What follows belongs to an exercise in optimizing a design on an open flow for small area and few clock cycles; a production flow would make more cautious choices. The RTL was checked by simulation tests, not by an equivalence proof against the original design. Power and IR drop assume default switching activity.

==> flow/design.v <==
module pid_proto (
    input  wire        clk,
    input  wire        rst,           
    input  wire        cmd_valid,
    output wire        cmd_ready,
    input  wire [31:0] cmd,
    output wire        rsp_valid,
    output wire [7:0]  rsp_status,
    output wire [31:0] rsp_value,
    output wire [1:0]  rsp_count,
    output wire [7:0]  rsp_byte0,
    output wire [7:0]  rsp_byte1
);
    function [15:0] crc_step;
        input [15:0] c_in;
        input [7:0]  b;
        reg   [15:0] c;
        integer      i;
        begin
            c = c_in ^ {8'h00, b};
            for (i = 0; i < 8; i = i + 1)
                c = c[0] ? ((c >> 1) ^ 16'h8408) : (c >> 1);
            crc_step = c;
        end
    endfunction
    reg [31:0] c;         
    reg        cv;        
    reg [15:0] ncrc;      
    reg [15:0] nvcrc;     
    reg [7:0]  vhold0;    
    reg [7:0]  vhold1;    
    reg [1:0]  vcnt;      
    reg [3:0]  rx;
    reg        legal;     
    reg        hit;       
    reg        asc;       
    assign cmd_ready = 1'b1;
    assign rsp_valid = cv;
    function is_permitted_ascii;
        input [7:0] x;
        begin
            is_permitted_ascii =
                (x >= 8'h41 && x <= 8'h5A) || (x >= 8'h61 && x <= 8'h7A) ||
                (x >= 8'h30 && x <= 8'h39) || (x == 8'h20) ||
                (x == 8'h21) || (x == 8'h23) || (x == 8'h24) || (x == 8'h26) ||
                (x == 8'h27) || (x == 8'h28) || (x == 8'h29) || (x == 8'h2A) ||
                (x == 8'h2B) || (x == 8'h2C) || (x == 8'h2D) || (x == 8'h2E) ||
                (x == 8'h2F) || (x == 8'h3A) || (x == 8'h3B) || (x == 8'h3C) ||
                (x == 8'h3D) || (x == 8'h3E) || (x == 8'h3F) || (x == 8'h5C);
        end
    endfunction
    wire in_zfc = ~|cmd[23:21];
    wire in_zfb = in_zfc & ~|cmd[20:8];
    wire in_zf0 = in_zfb & ~|cmd[7:0];
    reg  in_legal;
    always @(*) begin
        case (cmd[31:24])
            8'h10:                              in_legal = in_zfc;
            8'h11, 8'h21, 8'h31, 8'h41, 8'h51:  in_legal = in_zfb;
            8'h20, 8'h22, 8'h30, 8'h32, 8'h40, 8'h42,
            8'h50, 8'h52, 8'h53:                in_legal = in_zf0;
            default:                            in_legal = 1'b0;
        endcase
    end
    reg  in_ext;
    always @(*) begin
        case (cmd[20:0])
            21'h0000B7, 21'h002022, 21'h002500, 21'h002501, 21'h002588, 21'h002581:
                     in_ext = 1'b1;
            default: in_ext = 1'b0;
        endcase
    end
    wire in_asc = is_permitted_ascii(cmd[7:0]);
    wire in_hit = (in_asc & ~|cmd[20:8]) | in_ext;
    wire [7:0]  b   = c[7:0];
    wire [2:0] gp = c[30:28];
    wire g1    = legal & ~gp[2] & ~gp[1] &  gp[0];
    wire g2    = legal & ~gp[2] &  gp[1] & ~gp[0];
    wire g3    = legal &  gp[1] &  gp[0];
    wire g4    = legal &  gp[2] & ~gp[0];
    wire g5    = legal &  gp[2] &  gp[0];
    wire [1:0] lo = c[25:24];
    wire s_enc   = g1 & ~lo[0];
    wire s_dec   = g1 &  lo[0];
    wire s_cinit = g2 & ~lo[1] & ~lo[0];
    wire s_cfeed = g2 &  lo[0];
    wire s_ctag  = g2 &  lo[1];
    wire s_vinit = g3 & ~lo[1] & ~lo[0];
    wire s_vfeed = g3 &  lo[0];
    wire s_vend  = g3 &  lo[1];
    wire s_fbe   = g4 & ~lo[0];               
    wire s_fbyte = g4 &  lo[0];
    wire s_rinit = g5 & lo == 2'd0;
    wire s_rbyte = g5 & lo == 2'd1;
    wire s_rend  = g5 & lo == 2'd2;
    wire s_rstat = g5 & lo == 2'd3;
    wire asc_ok  = asc;
    wire enc_hit = hit;
    wire ext_hit = hit & (c[13] | c[7]);
    wire [2:0] ext_idx = ~c[13] ? 3'd0 : ~c[10] ? 3'd1 : {c[7], ~c[7], c[0]};
    reg [15:0] dec_x;
    always @(*) begin
        case (b)
            8'h22:   dec_x = 16'h0027;
            8'h80:   dec_x = 16'h00B7;
            8'h81:   dec_x = 16'h2022;
            8'h82:   dec_x = 16'h2500;
            8'h83:   dec_x = 16'h2501;
            8'h84:   dec_x = 16'h2588;
            8'h85, 8'h86, 8'h87:
                     dec_x = 16'h2581;
            default: dec_x = 16'hFFFD;
        endcase
    end
    wire [15:0] recv  = {vhold1, vhold0};
    wire        vfull = vcnt[1];
    wire        v_ok  = s_vend & vfull;
    wire        v_bad = recv != nvcrc;
    wire rx_err   = rx[3];
    wire b_dle    = b == 8'h10;
    wire b_stx    = b == 8'h02;
    wire b_etx    = b == 8'h03;
    wire rx_start = ~rx[3] & ~rx[2] & ~rx[1] & ~rx[0];
    wire rx_hdr   = ~rx[3] & ~rx[1] &  rx[0];
    wire rx_data  = ~rx[3] &  rx[1] & ~rx[0];
    wire rx_esc   = ~rx[3] &  rx[1] &  rx[0];
    wire rx_done  = ~rx[3] &  rx[2];
    reg [2:0] why_n;
    always @(*) begin
        why_n = 3'd0;
        if (rx_start & ~b_dle)              why_n = 3'd2;
        if (rx_hdr & ~b_stx)                why_n = 3'd3;
        if (rx_esc & ~b_dle & ~b_etx)       why_n = 3'd4;
        if (rx_done)                        why_n = 3'd5;
    end
    wire rb_err = s_rbyte & (rx_err | why_n != 3'd0);
    wire re_err = s_rend & ~rx_done;
    wire s_val = s_enc & ~enc_hit;
    wire s_raw = ~legal | s_val | (s_dec & asc_ok);   
    wire s_decx = s_dec & ~asc_ok;
    wire s_prot = (s_vend & ~vfull) | rb_err | re_err;
    assign rsp_status = {5'd0, ~legal, (v_ok & v_bad) | s_val, s_prot | s_val};
    wire [3:0] sval =
        ({4{s_vend & ~vfull}} & 4'd1) |
        ({4{rb_err}} & (rx_err ? {1'b0, rx[2:0]} : {1'b0, why_n})) |
        ({4{re_err}} & (rx_err ? {1'b0, rx[2:0]} : 4'd6)) |
        ({4{s_rstat}} & {1'b0, rx_err | rx[2], rx_err | rx[1], rx_err | rx[0]});
    assign rsp_value[31:24] = ({8{~legal}} & c[31:24]) | ({8{v_ok}} & nvcrc[15:8]);
    assign rsp_value[23:16] = ({8{s_raw}} & c[23:16]) | ({8{v_ok}} & nvcrc[7:0]);
    assign rsp_value[15:8]  = ({8{s_raw}} & c[15:8]) | ({8{s_decx}} & dec_x[15:8]) |
                              ({8{s_ctag}} & ncrc[15:8]) | ({8{v_ok}} & recv[15:8]);
    assign rsp_value[7:4]   = ({4{s_raw}} & c[7:4]) | ({4{s_decx}} & dec_x[7:4]) |
                              ({4{s_ctag}} & ncrc[7:4]) | ({4{v_ok}} & recv[7:4]) |
                              ({4{s_rstat & rx_err}} & {1'b0, rx[2:0]});
    assign rsp_value[3:0]   = ({4{s_raw}} & c[3:0]) | ({4{s_decx}} & dec_x[3:0]) |
                              ({4{s_ctag}} & ncrc[3:0]) | ({4{v_ok}} & recv[3:0]) | sval;
    assign rsp_count[1] = s_ctag | s_fbe | (s_fbyte & b_dle);
    assign rsp_count[0] = (s_enc & enc_hit) | (s_vfeed & vfull) | (s_fbyte & ~b_dle) |
                          (s_rbyte & ((rx_data & ~b_dle) | (rx_esc & b_dle)));
    wire [1:0] grp = c[29:28];
    assign rsp_byte0 =
        (grp == 2'd2) ? ncrc[7:0] :
        (grp == 2'd3) ? vhold0 :
        (~c[30] & ext_hit) ? {5'b10000, ext_idx} :
        (b | {3'd0, c[30] & ~c[24], 4'd0});   
    assign rsp_byte1 =
        (grp == 2'd2) ? ncrc[15:8] :
        c[24] ? 8'h10 : {7'd1, c[25]};
    wire [15:0] crc_f  = ~crc_step(~ncrc, b);
    wire [15:0] vcrc_f = ~crc_step(~nvcrc, vhold0);
    wire        vshift = cv & s_vfeed;
    wire        c_ld   = cv & s_cfeed & ~rst;
    wire        c_hold = ~rst & ~(cv & (s_cinit | s_cfeed));
    wire        v_ld   = cv & s_vfeed & vfull & ~rst;
    wire        v_hold = ~rst & ~(cv & (s_vinit | s_vend | (s_vfeed & vfull)));
    wire [15:0] ncrc_d  = ({16{c_ld}} & crc_f)  | ({16{c_hold}} & ncrc);
    wire [15:0] nvcrc_d = ({16{v_ld}} & vcrc_f) | ({16{v_hold}} & nvcrc);
    always @(posedge clk) begin
        c     <= cmd;
        legal <= in_legal;
        hit   <= in_hit;
        asc   <= in_asc;
        ncrc  <= ncrc_d;
        nvcrc <= nvcrc_d;
        if (rst) begin
            cv    <= 1'b0;
            vcnt  <= 2'd0;
            rx    <= 4'd0;
        end else begin
            cv <= cmd_valid;
            if (cv) begin
                if (s_vinit | s_vend)
                    vcnt <= 2'd0;
                else if (s_vfeed & ~vfull)
                    vcnt <= {vcnt[0], 1'b1};
                if (s_rinit | s_rend)
                    rx <= 4'd0;
                else if (s_rbyte & ~rx_err) begin
                    if (why_n != 3'd0)
                        rx <= {1'b1, why_n};
                    else if (rx_start)
                        rx <= 4'd1;
                    else if (rx_hdr)
                        rx <= 4'd2;
                    else if (rx_data)
                        rx <= b_dle ? 4'd3 : 4'd2;
                    else   
                        rx <= b_dle ? 4'd2 : 4'd4;
                end
            end
        end
        if (vshift) begin
            vhold1 <= b;
            vhold0 <= vhold1;
        end
    end
endmodule
export LEC_CHECK = 0
export CAP_MARGIN = 20
export CORE_MARGIN = 2
export CORE_UTILIZATION = 60
export SLEW_MARGIN = 20
create_clock -name core_clock -period 4.0 [get_ports {clk}]
standard.sh (not shown) runs the stock make flow with config.mk's settings and CLKGATE_MAP_FILE= SYNTH_SCRIPT=/design/flow/synth_recipe.tcl, a recipe that flattens the netlist after the stock synthesis.
==> flow/flow/run.sh <==
#!/bin/bash
# Layout flow: the standard ORFS flow (standard.sh), with these changes.
#  - Synthesis is the standard flow's own script (synth_recipe.tcl) with only the ABC
#    mapping script swapped for flow/abc_area.script: ORFS's speed script
#    with the delay relaxed (&nf -R 1000) and without ABC's buffering and
#    up-sizing passes. Registers are untouched (ABC maps only the logic).
#  - The port buffers are sky130_fd_sc_hd__buf_1 (one per port, as usual).
#  - Clock tree: sky130_fd_sc_hd__clkbuf_8 buffers, no dummy loads.
#  - Timing-driven global placement keeps no resizer changes
#    (GPL_KEEP_OVERFLOW=0).
# Each run's full output goes to a log file of its own in this folder
# (synth.log, layout.log); ORFS also keeps per-step logs under orfs/logs.
set -euo pipefail
here=$(pwd)
{
  head -n 1 synth_recipe.tcl
  cat <<TCL
proc abc {args} {
  set i [lsearch -exact \$args -script]
  if { \$i >= 0 } { lset args [expr {\$i + 1}] $here/flow/abc_area.script }
  yosys abc {*}\$args
}
TCL
  tail -n +2 synth_recipe.tcl
} > my_synth.tcl
sed "s|SYNTH_SCRIPT=[^ ]*|SYNTH_SCRIPT=$here/my_synth.tcl|" standard.sh > my_standard.sh
grep -q "SYNTH_SCRIPT=$here/my_synth.tcl" my_standard.sh
export GPL_KEEP_OVERFLOW=0
export BUFFER_PORTS_ARGS="-buffer_cell sky130_fd_sc_hd__buf_1"
export CTS_ARGS="-sink_clustering_enable -repair_clock_nets -dont_use_dummy_load -buf_list sky130_fd_sc_hd__clkbuf_8"
bash my_standard.sh synth > synth.log 2>&1
bash my_standard.sh finish > layout.log 2>&1
==> flow/flow/abc_area.script <==
&get -n
&st
&dch
&nf -R 1000
&st
&syn2
&if -g -K 6
&synch2
&nf -R 1000
&st
&syn2
&if -g -K 6
&synch2
&nf -R 1000
&st
&syn2
&if -g -K 6
&synch2
&nf -R 1000
&st
&syn2
&if -g -K 6
&synch2
&nf -R 1000
&st
&syn2
&if -g -K 6
&synch2
&nf -R 1000
&put
topo
stime -c
dnsize -c
Testbench counts at the start, summed over its fixed seeds: cycles 48,189.
Next try:
--- a/flow/design.v
+++ b/flow/design.v
@@ -29,7 +29,7 @@
     reg [15:0] nvcrc;     
     reg [7:0]  vhold0;    
     reg [7:0]  vhold1;    
-    reg [1:0]  vcnt;      
+    reg [1:0]  vcnt;
     reg [3:0]  rx;
     reg        legal;     
     reg        hit;       
@@ -120,11 +120,11 @@
     wire b_dle    = b == 8'h10;
     wire b_stx    = b == 8'h02;
     wire b_etx    = b == 8'h03;
-    wire rx_start = ~rx[3] & ~rx[2] & ~rx[1] & ~rx[0];
-    wire rx_hdr   = ~rx[3] & ~rx[1] &  rx[0];
-    wire rx_data  = ~rx[3] &  rx[1] & ~rx[0];
-    wire rx_esc   = ~rx[3] &  rx[1] &  rx[0];
-    wire rx_done  = ~rx[3] &  rx[2];
+    wire rx_start = ~rx[3] & rx[2:0] == 3'd0;
+    wire rx_hdr   = ~rx[3] & rx[2:0] == 3'd1;
+    wire rx_data  = ~rx[3] & rx[2:0] == 3'd2;
+    wire rx_esc   = ~rx[3] & rx[2:0] == 3'd3;
+    wire rx_done  = ~rx[3] & rx[2];
     reg [2:0] why_n;
     always @(*) begin
         why_n = 3'd0;
@@ -192,7 +192,7 @@
                 if (s_vinit | s_vend)
                     vcnt <= 2'd0;
                 else if (s_vfeed & ~vfull)
-                    vcnt <= {vcnt[0], 1'b1};
+                    vcnt <= {vcnt[0], ~vcnt[0]};
                 if (s_rinit | s_rend)
                     rx <= 4'd0;
                 else if (s_rbyte & ~rx_err) begin
Global-route usage shrinks by 0.43 points.
Sequential cell count stays the same.
Register-to-register slack loses 240 ps.
Routed wire length drops by 2.9%.
Total power stays flat.
Sequential power barely changes.
Final area goes up by 1.1%.
Fmax goes up by 0.79%.
Testbench counts after the change, summed over its fixed seeds: cycles 48,189.

## static timing again, ports no longer ideal
The results above use ideal ports. As a check the final layouts listed here were re-extracted and re-timed, cells and wires unchanged. Step 1 (the two cells are an assumption about what drives the block):
set clk [get_ports {clk}]
set_driving_cell -lib_cell sky130_fd_sc_hd__clkbuf_16 $clk
set_driving_cell -lib_cell sky130_fd_sc_hd__buf_2 [delete_from_list [all_inputs] $clk]
Step 2, shift: input delay + t, output delay - t, t = (earliest + latest rising clock arrival at the registers) / 2. This alone moves slack from input paths to output paths. Slacks: no drivers / after step 1 / after step 2; pairs: no drivers / after step 1.
run | shift t [ns] | slack for setup (ns) | worst setup path at the end | clock arrival spread, ns | worst slew at a driven data input, ns
the first run | 0.382 | 0.138 / 0.105 / 0.486 | register to output | 0.029 / 0.029 | 0.03
the second run | 0.386 | 0.168 / 0.135 / 0.521 | register to output | 0.024 / 0.024 | 0.04
After both steps setup and hold are still met in every run listed.
